What follows belongs to an exercise in optimizing a design on an open flow for small area, a short achievable clock period and few clock cycles; a production flow would make more cautious choices.
Function was checked by simulation only, so behaviour that the tests miss may differ from the original.

==> flow/design.v <==
module helix_half (
    input  wire [159:0] z_in,    
    input  wire [31:0]  a,
    input  wire [31:0]  b,
    output wire [159:0] z_out
);
    wire [31:0] z0 = z_in[31:0];
    wire [31:0] z1 = z_in[63:32];
    wire [31:0] z2 = z_in[95:64];
    wire [31:0] z3 = z_in[127:96];
    wire [31:0] z4 = z_in[159:128];
    wire [31:0] l0 = z0 + (z3 ^ a);
    wire [31:0] r3 = {z3[16:0], z3[31:17]};                  
    wire [31:0] l1 = z1 + z4;
    wire [31:0] r4 = {z4[6:0], z4[31:7]};                    
    wire [31:0] l2 = z2 ^ l0;
    wire [31:0] r0 = {l0[22:0], l0[31:23]};                  
    wire [31:0] l3 = r3 ^ l1;
    wire [31:0] r1 = {l1[21:0], l1[31:22]};                  
    wire [31:0] l4 = r4 + l2;
    wire [31:0] r2 = {l2[14:0], l2[31:15]};                  
    wire [31:0] m0 = r0 ^ (l3 + b);
    wire [31:0] s3 = {l3[1:0], l3[31:2]};                    
    wire [31:0] m1 = r1 ^ l4;
    wire [31:0] s4 = {l4[18:0], l4[31:19]};                  
    wire [31:0] m2 = r2 + m0;
    wire [31:0] s0 = {m0[11:0], m0[31:12]};                  
    wire [31:0] m3 = s3 + m1;
    wire [31:0] s1 = {m1[20:0], m1[31:21]};                  
    wire [31:0] m4 = s4 ^ m2;
    wire [31:0] s2 = {m2[26:0], m2[31:27]};                  
    assign z_out = {m4, m3, s2, s1, s0};
endmodule
module helix_core (
    input  wire         clk,
    input  wire         rst,           
    input  wire         in_valid,
    output wire         in_ready,
    input  wire [1:0]   in_op,         
    input  wire         in_dir,        
    input  wire         in_xmv,        
    input  wire [255:0] in_key,        
    input  wire [5:0]   in_klen,       
    input  wire [127:0] in_nonce,      
    input  wire [127:0] in_mac,        
    input  wire [31:0]  in_data,       
    input  wire [1:0]   in_nbytes,     
    output reg          out_valid,
    output reg  [2:0]   out_status,    
    output reg  [31:0]  out_data,
    output wire [127:0] out_mac
);
    localparam OP_INIT   = 2'd0;
    localparam OP_WORD   = 2'd1;
    localparam OP_FINISH = 2'd2;
    localparam ST_OK    = 3'd0;
    localparam ST_VALID = 3'd1;
    localparam ST_STATE = 3'd2;
    localparam ST_AUTH  = 3'd3;
    localparam ST_ILL   = 3'd4;
    localparam S_IDLE  = 3'd0;    
    localparam S_DATA2 = 3'd1;    
    localparam S_KEYMIX = 3'd2;
    localparam S_PRIME = 3'd3;
    localparam S_MAC   = 3'd4;
    localparam S_NONCE = 3'd5;    
    localparam [31:0] MAC_CONST = 32'h912d94f1;
    reg  [2:0]   state;
    reg          rdy;
    reg          h;            
    reg  [3:0]   cnt;          
    reg          active;       
    reg          fin;          
    reg          dir;
    reg          xmv;
    reg          mism;         
    reg  [5:0]   klen;
    reg  [1:0]   lw;
    reg  [159:0] z;            
    reg  [255:0] k;            
    reg  [127:0] n;            
    reg  [31:0]  ctr;
    reg  [127:0] mac;          
    reg  [31:0]  wreg;         
    reg  [31:0]  xreg;         
    assign in_ready = rdy;
    assign out_mac  = mac;
    wire accept = in_valid & rdy;
    wire st_idle  = (state == S_IDLE);
    wire st_data2 = (state == S_DATA2);
    wire st_km    = (state == S_KEYMIX);
    wire st_prime = (state == S_PRIME);
    wire st_mac   = (state == S_MAC);
    wire st_nonce = (state == S_NONCE);
    wire         second = st_data2 | ((st_prime | st_mac) & h);
    wire [31:0]  half_b = second ? xreg : (st_km ? 32'd0 : k[31:0]);
    wire [159:0] hout;
    helix_half u_half (
        .z_in (z),
        .a    (wreg),
        .b    (half_b),
        .z_out(hout)
    );
    wire [2:0]  j = ctr[2:0];
    wire        corr = ctr[31];
    reg  [7:0]  xsmall;
    always @* begin
        case (j)
        3'd0: xsmall = 8'd0;
        3'd1: xsmall = {klen, 2'b00};
        3'd2: xsmall = 8'd0;
        3'd3: xsmall = {7'd0, corr};
        3'd4: xsmall = 8'd1;
        3'd5: xsmall = {klen, 2'b10};
        3'd6: xsmall = 8'd3;
        default: xsmall = {5'd0, 1'b1, 1'b0, corr};
        endcase
    end
    wire [31:0] nj = n[32*j[1:0] +: 32] ^ {32{j[2]}};
    wire [31:0] x1 = k[159:128] + nj + ctr + {24'd0, xsmall};
    wire [31:0] fin_mask = (in_nbytes == 2'd1) ? 32'h000000ff :
                           (in_nbytes == 2'd2) ? 32'h0000ffff :
                           (in_nbytes == 2'd3) ? 32'h00ffffff : 32'hffffffff;
    wire [31:0] word_mask = (in_op == OP_FINISH) ? fin_mask : 32'hffffffff;
    wire [31:0] w_in      = in_data & word_mask;
    wire [31:0] o_word    = (w_in ^ z[31:0]) & word_mask;
    wire [31:0] d_word    = dir ? o_word : w_in;
    reg [255:0] key_masked;
    integer b;
    always @* begin
        for (b = 0; b < 32; b = b + 1)
            key_masked[8*b +: 8] = (b < in_klen) ? in_key[8*b +: 8] : 8'd0;
    end
    wire klen_bad  = in_klen[5] & (|in_klen[4:0]);
    wire acc_init  = in_valid & rdy & ~in_op[1] & ~in_op[0] & ~klen_bad & ~(in_xmv & ~in_dir);
    wire acc_data  = accept & active & ((in_op == OP_WORD) |
                                        ((in_op == OP_FINISH) & (in_nbytes != 2'd0)));
    wire acc_fin0  = accept & active & (in_op == OP_FINISH) & (in_nbytes == 2'd0);
    wire acc_fin   = accept & active & (in_op == OP_FINISH);
    wire blk_end   = st_data2 | ((st_prime | st_mac) & h);
    wire km_last   = (cnt == 4'd7);
    wire tag_cap   = st_mac & h & (cnt >= 4'd7);
    wire mac_last  = st_mac & h & (cnt == 4'd10);
    wire tag_diff  = (mac[31:0] != hout[31:0]);
    wire         km2    = st_km & h;
    wire [127:0] xmask  = km2 ? k[255:128] :
                          (st_data2 & fin) ? {96'd0, MAC_CONST} : 128'd0;
    wire [127:0] hx     = hout[127:0] ^ xmask;
    wire [159:0] z_half = {km2 ? {25'd0, 1'b1, klen} : hout[159:128], hx};
    wire         k_lazy = (st_km & ~h & (cnt != 4'd0)) | st_nonce;
    wire [159:0] z_nonce = {k[127:96],
                            k[95:64] ^ n[127:96],
                            k[63:32] ^ n[95:64],
                            k[31:0]  ^ n[63:32],
                            z[127:96] ^ n[31:0]};
    wire         idle_data  = (in_op == OP_WORD) | ((in_op == OP_FINISH) & (in_nbytes != 2'd0));
    wire         z_use_half = st_idle ? idle_data : ~st_nonce;
    wire [159:0] z_other    = ~st_idle ? z_nonce :
                              (in_op == OP_INIT) ? {25'd0, 1'b1, in_klen, key_masked[127:0]} :
                              {z[159:32], z[31:0] ^ MAC_CONST};
    always @(posedge clk) begin
        xreg <= x1;
        wreg <= st_idle ? (acc_data ? d_word : 32'd0) :
                (st_mac & ~h) ? {30'd0, lw} : 32'd0;
        if (st_idle ? (acc_init | acc_data | acc_fin0) : 1'b1)
            z <= z_use_half ? z_half : z_other;
        if (acc_init | k_lazy | blk_end)
            k <= st_idle ? key_masked :
                 k_lazy  ? {k[127:0], z[127:0]} : {k[31:0], k[255:32]};
        if (acc_init)
            n <= in_nonce;
        if (acc_init | blk_end)
            ctr <= st_idle ? 32'd0 : ctr + 32'd1;
        if (acc_init | tag_cap)
            mac <= st_idle ? in_mac : {hout[31:0], mac[127:32]};
        if (acc_init) begin
            klen <= in_klen;
            dir  <= in_dir;
            xmv  <= in_xmv;
        end
        if (acc_fin) begin
            lw   <= in_nbytes;
            mism <= 1'b0;
        end else if (tag_cap) begin
            mism <= mism | tag_diff;
        end
        if (st_idle)
            fin <= (in_op == OP_FINISH);
        if (accept)
            out_data <= ((in_op == OP_FINISH) & (in_nbytes == 2'd0)) ? 32'd0 : o_word;
        if (st_idle) begin
            if (in_op == OP_INIT)
                out_status <= klen_bad ? ST_VALID : ST_ILL;
            else if (in_op == 2'd3)
                out_status <= ST_ILL;
            else
                out_status <= active ? ST_OK : ST_STATE;
        end else begin
            out_status <= (mac_last & dir & xmv & (mism | tag_diff)) ? ST_AUTH : ST_OK;
        end
    end
    always @(posedge clk) begin
        if (rst) begin
            state     <= S_IDLE;
            rdy       <= 1'b1;
            h         <= 1'b0;
            cnt       <= 4'd0;
            active    <= 1'b0;
            out_valid <= 1'b0;
        end else begin
            out_valid <= 1'b0;
            case (state)
            S_IDLE: begin
                h   <= 1'b0;
                cnt <= 4'd0;
                if (accept) begin
                    if (acc_init) begin
                        active <= 1'b0;
                        state  <= S_KEYMIX;
                        rdy    <= 1'b0;
                    end else if (acc_data) begin
                        out_valid <= (in_op == OP_WORD);
                        state     <= S_DATA2;
                        rdy       <= 1'b0;
                    end else if (acc_fin0) begin
                        state <= S_MAC;
                        rdy   <= 1'b0;
                    end else begin
                        out_valid <= 1'b1;    
                    end
                end
            end
            S_DATA2: begin
                if (fin) begin
                    state <= S_MAC;
                end else begin
                    state <= S_IDLE;
                    rdy   <= 1'b1;
                end
            end
            S_KEYMIX: begin
                h <= ~h;
                if (h) begin
                    if (km_last) begin
                        cnt   <= 4'd0;
                        state <= S_NONCE;
                    end else begin
                        cnt   <= cnt + 4'd1;
                    end
                end
            end
            S_NONCE: begin
                h     <= 1'b0;
                state <= S_PRIME;
            end
            S_PRIME: begin
                h <= ~h;
                if (h) begin
                    cnt <= cnt + 4'd1;
                    if (cnt == 4'd7) begin
                        active    <= 1'b1;
                        out_valid <= 1'b1;
                        state     <= S_IDLE;
                        rdy       <= 1'b1;
                    end
                end
            end
            S_MAC: begin
                h <= ~h;
                if (h) begin
                    cnt <= cnt + 4'd1;
                    if (cnt == 4'd10) begin
                        active    <= 1'b0;
                        out_valid <= 1'b1;
                        state     <= S_IDLE;
                        rdy       <= 1'b1;
                    end
                end
            end
            default: begin
                state <= S_IDLE;
                rdy   <= 1'b1;
            end
            endcase
        end
    end
endmodule
==> flow/config.mk <==
export PLATFORM = sky130hd
export DESIGN_NAME = helix_core
export DESIGN_NICKNAME = helix_core
export VERILOG_FILES = /design/flow/design.v
export SDC_FILE = /design/flow/constraint.sdc
export NUM_CORES = 4
export LEC_CHECK = 0
export CAP_MARGIN = 30
export CORE_MARGIN = 2
export CORE_UTILIZATION = 45
export PLACE_DENSITY = 0.57
export SLEW_MARGIN = 30
export TNS_END_PERCENT = 0
==> flow/constraint.sdc <==
create_clock -name core_clock -period 20.0 [get_ports {clk}]
set_input_delay 4.0000 -clock core_clock [delete_from_list [all_inputs] [get_ports {clk}]]
set_output_delay 4.0000 -clock core_clock [all_outputs]
set_load 0.01 [all_outputs]
standard.sh (not shown) runs the stock make flow with config.mk's settings and CLKGATE_MAP_FILE= SYNTH_SCRIPT=/design/flow/synth_recipe.tcl, a recipe that flattens the netlist after the stock synthesis.
==> flow/flow/run.sh <==
#!/bin/bash
# Standard ORFS layout (the standard.sh: standard synthesis, floorplan, placement, CTS,
# routing) with two changes: the resizer's timing repair gets a larger setup margin, so
# that it works on the paths well inside the 20 ns clock, and the port buffers that
# every input and output gets are buf_1 cells. The SDC and every other setting are
# the standard flow's and flow/config.mk's. make's full output goes to flow_make.log; ORFS keeps each
# step's log under orfs/logs/.
set -euo pipefail
bash standard.sh SETUP_SLACK_MARGIN=13 "BUFFER_PORTS_ARGS=-buffer_cell sky130_fd_sc_hd__buf_1" finish > flow_make.log 2>&1
Testbench counts at the start, summed over its fixed seeds: cycles 13,340.
==> next run, changes <==
--- a/flow/design.v
+++ b/flow/design.v
@@ -132,6 +132,6 @@
             key_masked[8*b +: 8] = (b < in_klen) ? in_key[8*b +: 8] : 8'd0;
     end
-    wire klen_bad  = in_klen[5] & (|in_klen[4:0]);
-    wire acc_init  = in_valid & rdy & ~in_op[1] & ~in_op[0] & ~klen_bad & ~(in_xmv & ~in_dir);
+    wire init_bad  = (in_klen > 6'd32) | (in_xmv & ~in_dir);
+    wire acc_init  = accept & (in_op == OP_INIT) & ~init_bad;
     wire acc_data  = accept & active & ((in_op == OP_WORD) |
                                         ((in_op == OP_FINISH) & (in_nbytes != 2'd0)));
@@ -165,13 +165,26 @@
         if (st_idle ? (acc_init | acc_data | acc_fin0) : 1'b1)
             z <= z_use_half ? z_half : z_other;
-        if (acc_init | k_lazy | blk_end)
-            k <= st_idle ? key_masked :
-                 k_lazy  ? {k[127:0], z[127:0]} : {k[31:0], k[255:32]};
-        if (acc_init)
-            n <= in_nonce;
-        if (acc_init | blk_end)
-            ctr <= st_idle ? 32'd0 : ctr + 32'd1;
-        if (acc_init | tag_cap)
-            mac <= st_idle ? in_mac : {hout[31:0], mac[127:32]};
+        if (st_idle) begin
+            if (acc_init) begin
+                k <= key_masked;
+                n <= in_nonce;
+            end
+        end else if (k_lazy) begin
+            k <= {k[127:0], z[127:0]};
+        end else if (blk_end) begin
+            k <= {k[31:0], k[255:32]};
+        end
+        if (st_idle) begin
+            if (acc_init)
+                ctr <= 32'd0;
+        end else if (blk_end) begin
+            ctr <= ctr + 32'd1;
+        end
+        if (st_idle) begin
+            if (acc_init)
+                mac <= in_mac;
+        end else if (tag_cap) begin
+            mac <= {hout[31:0], mac[127:32]};
+        end
         if (acc_init) begin
             klen <= in_klen;
@@ -191,5 +204,5 @@
         if (st_idle) begin
             if (in_op == OP_INIT)
-                out_status <= klen_bad ? ST_VALID : ST_ILL;
+                out_status <= (in_klen > 6'd32) ? ST_VALID : ST_ILL;
             else if (in_op == 2'd3)
                 out_status <= ST_ILL;
=> Fmax is lower by a few percent; synthesized area grows slightly; setup slack got worse by 0.17 ns; wire length goes down slightly; critical path depth fell by 16; non-clock buffer count goes down by 98; cell count goes down slightly; clock skew goes down by 0.016 ns; synthesized cell count went up slightly.
Testbench counts after the change, summed over its fixed seeds: cycles 13,340.

separate check: timing with driven ports:
The flow's constraints put no driver on any port. The routed layouts listed below were extracted and timed again, unchanged, in two steps.
Step 1, drivers: a clkbuf_16 drives clk and a buf_2 each remaining input, both assumed.
Step 2 times the ports against the registers' clock, not the clock port: input delays grow and output delays shrink by t, the midpoint of the rising clock arrivals with the driver on.
Three values: ideal, step 1, step 2; two values: the first two.
run	t, ns	setup WS [ns]	worst register clock-pin slew, ns	worst data-port slew with drivers (ns)
the first run	0.812	12.740 / 12.740 / 12.111	0.07 / 0.07	0.30
the second run	0.802	12.565 / 12.572 / 11.775	0.07 / 0.07	0.27
After both steps every run listed still meets setup and hold. The setup slack of the second run, which loses most, moves by +0.007 ns with the drivers and by -0.790 ns with both steps.
